This design comes from an exercise in tuning for small area, a short achievable clock period and few clock cycles on the open sky130 flow, not from production work.
Only simulation tests tie the RTL to the original design; equivalence was not proved.
No activity file was given, so power comes from the tool's default toggle rates.

### flow/run.sh
#!/bin/bash
# synth_recipe.tcl (not shown) runs the flow's synth.tcl, then flattens the netlist and writes it again
# the make line also repeats each setting of config.mk as NAME=value (left out here)
make -C /OpenROAD-flow-scripts/flow DESIGN_CONFIG=/design/flow/config.mk WORK_HOME=/design/flow/orfs CLKGATE_MAP_FILE= SYNTH_SCRIPT=/design/flow/synth_recipe.tcl finish
### flow/config.mk
export PLATFORM = sky130hd
export DESIGN_NAME = rustvm_core
export DESIGN_NICKNAME = rustvm_core
export VERILOG_FILES = /design/flow/design.v
export SDC_FILE = /design/flow/constraint.sdc
export NUM_CORES = 4
export LEC_CHECK = 0
export CAP_MARGIN = 20
export CORE_MARGIN = 2
export CORE_UTILIZATION = 40
export PLACE_DENSITY = 0.6
export SLEW_MARGIN = 20
### flow/constraint.sdc
create_clock -name core_clock -period 10.0 [get_ports {clk}]
set_input_delay 2.0000 -clock core_clock [delete_from_list [all_inputs] [get_ports {clk}]]
set_output_delay 2.0000 -clock core_clock [all_outputs]
set_load 0.01 [all_outputs]
### flow/design.v
module rustvm_muldiv (
  input  wire        clk,
  input  wire        rst,
  input  wire        start,
  input  wire        is_div,
  input  wire [63:0] a,         
  input  wire [63:0] b,         
  output wire        done,
  output wire [63:0] result
);
  reg        busy;
  reg        div_mode;
  reg  [5:0] cnt;
  reg [63:0] x;      
  reg [63:0] y;      
  reg [63:0] acc;    
  wire [63:0] mul_acc_next = y[0] ? acc + x : acc;
  wire [64:0] rem_sh   = {acc, x[63]};
  wire        rem_ge   = rem_sh >= {1'b0, y};
  wire [64:0] rem_diff = rem_sh - {1'b0, y};
  wire [63:0] div_rem_next = rem_ge ? rem_diff[63:0] : rem_sh[63:0];
  wire [63:0] div_quo_next = {x[62:0], rem_ge};
  assign done   = busy && (cnt == 6'd63);
  assign result = div_mode ? div_quo_next : mul_acc_next;
  always @(posedge clk) begin
    if (rst) begin
      busy <= 1'b0;
      cnt  <= 6'd0;
    end else if (start) begin
      busy     <= 1'b1;
      div_mode <= is_div;
      cnt      <= 6'd0;
      x        <= a;
      y        <= b;
      acc      <= 64'd0;
    end else if (busy) begin
      cnt <= cnt + 6'd1;
      if (cnt == 6'd63)
        busy <= 1'b0;
      if (div_mode) begin
        acc <= div_rem_next;
        x   <= div_quo_next;
      end else begin
        acc <= mul_acc_next;
        x   <= {x[62:0], 1'b0};
        y   <= {1'b0, y[63:1]};
      end
    end
  end
endmodule
module rustvm_core (
  input  wire        clk,
  input  wire        rst,           
  input  wire        run_start,
  input  wire [15:0] prog_len,
  output wire [15:0] imem_addr,
  input  wire [71:0] imem_data,
  output reg         out_valid,
  input  wire        out_ready,
  output reg  [1:0]  out_kind,
  output reg  [63:0] out_data,
  output reg  [2:0]  status,
  output reg  [3:0]  cause,
  output reg  [63:0] exit_code,
  output wire [15:0] pc_o,
  output wire [4:0]  sp_o,
  input  wire [3:0]  stk_addr,
  output wire [63:0] stk_data
);
  localparam DEPTH = 16;
  localparam [2:0] ST_IDLE    = 3'd0;
  localparam [2:0] ST_RUNNING = 3'd1;
  localparam [2:0] ST_ENDED   = 3'd2;
  localparam [2:0] ST_HALTED  = 3'd3;
  localparam [2:0] ST_FAULTED = 3'd4;
  localparam [3:0] C_NONE      = 4'd0;
  localparam [3:0] C_OVERFLOW  = 4'd1;
  localparam [3:0] C_UNDERFLOW = 4'd2;
  localparam [3:0] C_DIVZERO   = 4'd3;
  localparam [3:0] C_ILLMEM    = 4'd4;
  localparam [7:0] OP_PUSH  = 8'd0;
  localparam [7:0] OP_ADD   = 8'd1;
  localparam [7:0] OP_SUB   = 8'd2;
  localparam [7:0] OP_MUL   = 8'd3;
  localparam [7:0] OP_DIV   = 8'd4;
  localparam [7:0] OP_DUP   = 8'd5;
  localparam [7:0] OP_DUMP  = 8'd6;
  localparam [7:0] OP_PRINT = 8'd7;
  localparam [7:0] OP_JMP   = 8'd8;
  localparam [7:0] OP_EQ    = 8'd9;
  localparam [7:0] OP_JNZ   = 8'd10;
  localparam [7:0] OP_HALT  = 8'd11;
  localparam [7:0] OP_BLIND = 8'd12;
  localparam [7:0] OP_NEQ   = 8'd13;
  localparam [1:0] K_PRINT = 2'd0;
  localparam [1:0] K_DHEAD = 2'd1;
  localparam [1:0] K_DELEM = 2'd2;
  localparam [2:0] PH_FETCH  = 3'd0;
  localparam [2:0] PH_EXEC   = 3'd1;
  localparam [2:0] PH_MULDIV = 3'd2;
  localparam [2:0] PH_OUT    = 3'd3;
  reg [15:0] pc;
  reg  [4:0] sp;
  reg  [2:0] phase;
  reg        dumping;
  reg  [4:0] dump_idx;
  reg [63:0] stk [0:DEPTH-1];
  assign imem_addr = pc;
  assign pc_o      = pc;
  assign sp_o      = sp;
  assign stk_data  = stk[stk_addr];
  wire [7:0]  opc = imem_data[71:64];
  wire [63:0] opd = imem_data[63:0];
  wire [3:0]  top_idx = sp[3:0] - 4'd1;
  wire [3:0]  nos_idx = sp[3:0] - 4'd2;
  wire [3:0]  dup_idx = sp[3:0] - 4'd1 - opd[3:0];
  wire [63:0] tos     = stk[top_idx];
  wire [63:0] nos     = stk[nos_idx];
  wire [63:0] dup_val = stk[dup_idx];
  wire [63:0] dump_val = stk[dump_idx[3:0]];
  wire sp_empty  = (sp == 5'd0);
  wire sp_lt2    = (sp < 5'd2);
  wire sp_full   = (sp == DEPTH);
  wire tgt_bad   = (opd >= {48'd0, prog_len});
  wire dup_under = (opd >= {59'd0, sp});
  reg         md_start;
  reg         md_is_div;
  wire        md_done;
  wire [63:0] md_result;
  rustvm_muldiv u_muldiv (
    .clk    (clk),
    .rst    (rst),
    .start  (md_start),
    .is_div (md_is_div),
    .a      (nos),
    .b      (tos),
    .done   (md_done),
    .result (md_result)
  );
  always @(*) begin
    md_start  = 1'b0;
    md_is_div = (opc == OP_DIV);
    if (status == ST_RUNNING && phase == PH_EXEC) begin
      if (opc == OP_MUL && !sp_lt2)
        md_start = 1'b1;
      if (opc == OP_DIV && !sp_lt2 && nos != 64'd0 && tos != 64'd0)
        md_start = 1'b1;
    end
  end
  task automatic fault(input [3:0] c);
    begin
      status    <= ST_FAULTED;
      cause     <= c;
      exit_code <= 64'd202;
    end
  endtask
  always @(posedge clk) begin
    if (rst) begin
      status    <= ST_IDLE;
      cause     <= C_NONE;
      exit_code <= 64'd0;
      pc        <= 16'd0;
      sp        <= 5'd0;
      phase     <= PH_FETCH;
      out_valid <= 1'b0;
      out_kind  <= K_PRINT;
      out_data  <= 64'd0;
      dumping   <= 1'b0;
      dump_idx  <= 5'd0;
    end else begin
      case (status)
        ST_IDLE, ST_ENDED: begin
          if (run_start) begin
            status <= ST_RUNNING;
            phase  <= PH_FETCH;
          end
        end
        ST_RUNNING: begin
          case (phase)
            PH_FETCH: begin
              if (pc == prog_len) begin
                status    <= ST_ENDED;
                exit_code <= 64'd0;
              end else begin
                phase <= PH_EXEC;
              end
            end
            PH_EXEC: begin
              phase <= PH_FETCH;
              case (opc)
                OP_PUSH: begin
                  if (sp_full) fault(C_OVERFLOW);
                  else begin
                    stk[sp[3:0]] <= opd;
                    sp <= sp + 5'd1;
                    pc <= pc + 16'd1;
                  end
                end
                OP_ADD, OP_SUB, OP_EQ, OP_NEQ: begin
                  if (sp_lt2) fault(C_UNDERFLOW);
                  else begin
                    case (opc)
                      OP_ADD:  stk[nos_idx] <= nos + tos;
                      OP_SUB:  stk[nos_idx] <= nos - tos;
                      OP_EQ:   stk[nos_idx] <= {63'd0, nos == tos};
                      default: stk[nos_idx] <= {63'd0, nos != tos};
                    endcase
                    sp <= sp - 5'd1;
                    pc <= pc + 16'd1;
                  end
                end
                OP_MUL: begin
                  if (sp_lt2) fault(C_UNDERFLOW);
                  else phase <= PH_MULDIV;
                end
                OP_DIV: begin
                  if (sp_lt2) fault(C_UNDERFLOW);
                  else if (nos == 64'd0 || tos == 64'd0) fault(C_DIVZERO);
                  else phase <= PH_MULDIV;
                end
                OP_DUP: begin
                  if (dup_under) fault(C_UNDERFLOW);
                  else if (sp_full) fault(C_OVERFLOW);
                  else begin
                    stk[sp[3:0]] <= dup_val;
                    sp <= sp + 5'd1;
                    pc <= pc + 16'd1;
                  end
                end
                OP_DUMP: begin
                  out_valid <= 1'b1;
                  out_kind  <= K_DHEAD;
                  out_data  <= {59'd0, sp};
                  dumping   <= 1'b1;
                  dump_idx  <= 5'd0;
                  pc        <= pc + 16'd1;
                  phase     <= PH_OUT;
                end
                OP_PRINT: begin
                  if (sp_empty) fault(C_UNDERFLOW);
                  else begin
                    out_valid <= 1'b1;
                    out_kind  <= K_PRINT;
                    out_data  <= tos;
                    pc        <= pc + 16'd1;
                    phase     <= PH_OUT;
                  end
                end
                OP_JMP: begin
                  if (tgt_bad) fault(C_ILLMEM);
                  else pc <= opd[15:0];
                end
                OP_JNZ: begin
                  if (tgt_bad) fault(C_ILLMEM);
                  else if (sp_empty) fault(C_UNDERFLOW);
                  else if (tos == 64'd1) begin
                    sp <= sp - 5'd1;
                    pc <= opd[15:0];
                  end else begin
                    pc <= pc + 16'd1;
                  end
                end
                OP_HALT: begin
                  if (sp_empty) fault(C_UNDERFLOW);
                  else begin
                    sp        <= sp - 5'd1;
                    exit_code <= tos;
                    status    <= ST_HALTED;
                  end
                end
                default: begin   
                  pc <= pc + 16'd1;
                end
              endcase
            end
            PH_MULDIV: begin
              if (md_done) begin
                stk[nos_idx] <= md_result;
                sp    <= sp - 5'd1;
                pc    <= pc + 16'd1;
                phase <= PH_FETCH;
              end
            end
            default: begin   
              if (out_ready) begin
                if (dumping && dump_idx != sp) begin
                  out_kind <= K_DELEM;
                  out_data <= dump_val;
                  dump_idx <= dump_idx + 5'd1;
                end else begin
                  out_valid <= 1'b0;
                  dumping   <= 1'b0;
                  phase     <= PH_FETCH;
                end
              end
            end
          endcase
        end
        default: ;   
      endcase
    end
  end
endmodule
==> results.txt <==
-- worst paths after layout --
path / from / end / slack [ps] / cells past startpoint
setup / recovery: sp[1] / u_muldiv.y[18] / 1320 / 19
hold / removal: exit_code[42] / exit_code[42] / 490 / 1
setup reg to reg: sp[1] / u_muldiv.y[18] / 1320 / 19
hold reg to reg: exit_code[42] / exit_code[42] / 490 / 1
-- kinds of logic (layout without fill, tap and decap cells) --
kind of cell | count (synthesis) | after routing | synth area share (%)
AOI/OAI and AO/OA | 1779 | 1779 | 10.7
adders and majority gates | 270 | 270 | 3.21
xor gates and xnor gates | 262 | 262 | 2.20
buffers and inverters | 906 | 1155 | 3.98
and+or+nand+nor | 1657 | 1657 | 7.42
other | 0 | 5 | 0
DFF | 1395 | 1395 | 38.0
muxes | 1654 | 1654 | 34.5
-- flip-flops by register name (all words and copies together) (netlist names), 5 cells and up, named ones only --
signal and count:
exit_code 64, pc 16, sp 5, stk 1024
u_muldiv.x 64, u_muldiv.y 64, u_muldiv.acc 64, u_muldiv.cnt 6
out_data 64, dump_idx 5
-- layout make-up --
cell class / instances / area share [%]
clock buffers: 211 / 3.64
diodes: 5 / 0.0105
repair buffers: 612 / 5.13
well taps: 3515 / 3.70
inverters: 243 / 0.771
flip-flops and latches: 1395 / 33.7
multi-input cells: 5622 / 52.0
clock inverters: 89 / 1.07
-- worst max-delay path, delay by kind of cell (launching register included) --
family	cells	cell delay, ps
mux	3	1280
compound gates	2	600
fa+ha+maj	1	930
flops	1	620
simple gates	7	2960
buf+inv	6	1750
-- power breakdown --
part / internal (mW) / total (mW) / switching, mW
Combinational: 2.06 / 5.62 / 3.57
Clock: 3.71 / 6.41 / 2.70
Sequential: 6.31 / 6.32 / 0.00958
Total: 12.1 / 18.3 / 6.27
-- per-layer routing --
metal / wire (um) / part of all wire, %
met1: 164000 / 35
met2: 203000 / 44
met3: 66900 / 14
met4: 29700 / 6.4
met5: 212 / 0.046
-- cells in the final DEF (no fill, tap or decap), types with 64 or more instances in the layout --
| cell type | Yosys | layout |
|---|---|---|
| nand4_1 | 68 | 68 |
| edfxtp_1 | 1217 | 1217 |
| clkbuf_16 | 0 | 161 |
| ha_1 | 263 | 260 |
| a211oi_1 | 113 | 111 |
| a21oi_1 | 588 | 575 |
| a21o_1 | 121 | 121 |
| nor4_1 | 75 | 72 |
| xor2_1 | 85 | 84 |
| nand2_1 | 632 | 630 |
| nor2b_1 | 116 | 116 |
| mux2i_1 | 97 | 92 |
| nand2b_1 | 71 | 71 |
| dfxtp_1 | 178 | 172 |
| clkdlybuf4s50_1 | 0 | 329 |
| mux4_2 | 1403 | 1403 |
| xnor2_1 | 173 | 169 |
| nand3_1 | 76 | 76 |
| mux4_1 | 134 | 134 |
| inv_1 | 239 | 238 |
| nor3_1 | 67 | 64 |
| o21ai_0 | 379 | 371 |
| buf_4 | 45 | 223 |
| nor2_1 | 368 | 350 |
-- through the flow --
stage | hold WS, ps | setup slack, ps
final | 486 | 1320
after global routing | 491 | 1300
after CTS | 485 | 1410
after detailed placement | 468 | 1430
after global placement | 453 | -1050
after floorplan | 451 | 310
==> flow_summary.json <==
{
  "worstSetupPathType": "reg -> reg",
  "clockBufferDepth": 3,
  "worstPathMaxFanout": 91,
  "cts_root_buf": "clkbuf_16",
  "timing.final.crit_share_pct": 86.8,
  "slowest_stage": "ha_4",
  "dp_hpwl_um": 321000,
  "drive_gt1_share_pct": 25.6,
  "use_met2_pct": 50.0,
  "timing.fmax_mhz": 115,
  "vias": 84900,
  "synthFlopType": "edfxtp_1",
  "use_met1_pct": 44.0,
  "grt_start_max_net_pins": 129,
  "yosysTopAreaCell": "edfxtp_1",
  "synth_common_cells": "1403 x mux4_2, 1217 x edfxtp_1, 632 x nand2_1",
  "die-area_mm2": 0.268,
  "ir_drop_mv": 0.224,
  "std_cell_rows": 188,
  "core_region_area_mm2": 0.263,
  "final.min_clock_period_ps": 8680,
  "syn_area_mm2": 0.106,
  "holdCritPathClass": "reg -> reg",
  "routed_wl_um": 464000,
  "drtPass1Iterations": 7,
  "ant_nets": 0,
  "grt_usage_pct": 33.7,
  "nFillCells": 23300,
  "max_stage_delay_ps": 930,
  "crit_arrival_ps": 9230,
  "synth_top_area_share_pct": 34.6,
  "fin_nets": 8396,
  "grt_pass1_wl_um": 642000,
  "drt_iter0_drc": 14400,
  "clock_sinks": 1395,
  "grt_pass1_vias": 80700,
  "synth-edff-count": 1217,
  "synthTopCellsByArea": "edfxtp_1 35%, mux4_2 30%, dfxtp_1 3.4%",
  "seqCellArea_mm2": 0.0401,
  "hold_viol_final": 0,
  "synth.avg_cell_area_um2": 13.3,
  "wl_per_cell_um": 39.7,
  "final_area_mm2": 0.119,
  "drc": 0,
  "finalPower_mw": 18.3,
  "max-cap-violations": 0,
  "clock_skew_ps": 35.7,
  "die_w_um": 518,
  "antenna_found_initial": 28,
  "syn-instance-count": 7923,
  "syn_nets": 8285,
  "vias_per_cell": 7.26,
  "ys_types": 106,
  "yosys_register_bits": 1395,
  "setup_viol": 0,
  "drv_slew": 0,
  "synthArstFlopShare_pct": 0,
  "start_util_pct": 40.2,
  "dp.cells": 11400,
  "die_h_um": 518,
  "overflow": 0,
  "slew_headroom_pct": 18.2,
  "finalSetupTns_ps": 0,
  "cts_max_level": 4,
  "outcome": "finished clean",
  "dpl-instance-area_mm2": 0.113,
  "numCtsBuffers": 160,
  "power_density_mw_per_mm2": 154,
  "clk_latency_ps": 880,
  "synth-seq-area-share_pct": 38.0,
  "cp_data_required_time_ps": 10560,
  "met3_usage_pct": 10.8,
  "path_cells": "inv_1 > ha_4 > buf_12 > buf_12 > mux4_1 > mux2i_1 > mux2_2 > inv_1 > nor4_2 > nand4_1 > nor4_1 > nand4_1 > nor2_1 > nor3_1 > o21ai_4 > inv_6 > buf_4 > nand2_1 > o21ai_0",
  "multi_input_area_mm2": 0.0618,
  "synth_most_common_cell": "mux4_2",
  "leakagePower_nw": 38.4,
  "ctsHoldBuffers": 0,
  "tightest_slew_ps": 1200,
  "synth-warning-count": 2,
  "port_buffers": 334,
  "place.gp.congestion": 1.07,
  "clk_pin_slew_ps": 60,
  "cts_tree": "done",
  "ios": 335,
  "rsz0062_at_grt": "false",
  "cts.repair.resized": 0,
  "post_cts_buffers": 0,
  "busiest_layer": "met2",
  "area_growth_pct": 12.7,
  "worst_setup_path_end_kind": "flop",
  "final_cells": 11700,
  "utilization_pct": 45.3,
  "startpoint_type": "flop"
}
Testbench counts, summed over its fixed seeds: cycles 389,245.

[re-timing with driven ports]
No port has a modelled driver above. Below, the same layout with a new extraction and two added sets of constraints. Step 1, drivers: a clkbuf_16 drives clk and a buf_2 each remaining input, both assumed. Step 2, shift: input delay + t, output delay - t, t = (earliest + latest rising clock arrival at the registers) / 2. This alone moves slack from input paths to output paths. Three values: ideal, step 1, step 2; two values: the first two.
t, ns: 0.968
setup slack, ns: 1.324 / 1.324 / 1.324
pins driven straight from the clock port: 1
After both steps setup and hold are still met in this run. The setup slack of this run moves by 0.000 ns with the drivers and by 0.000 ns with both steps.
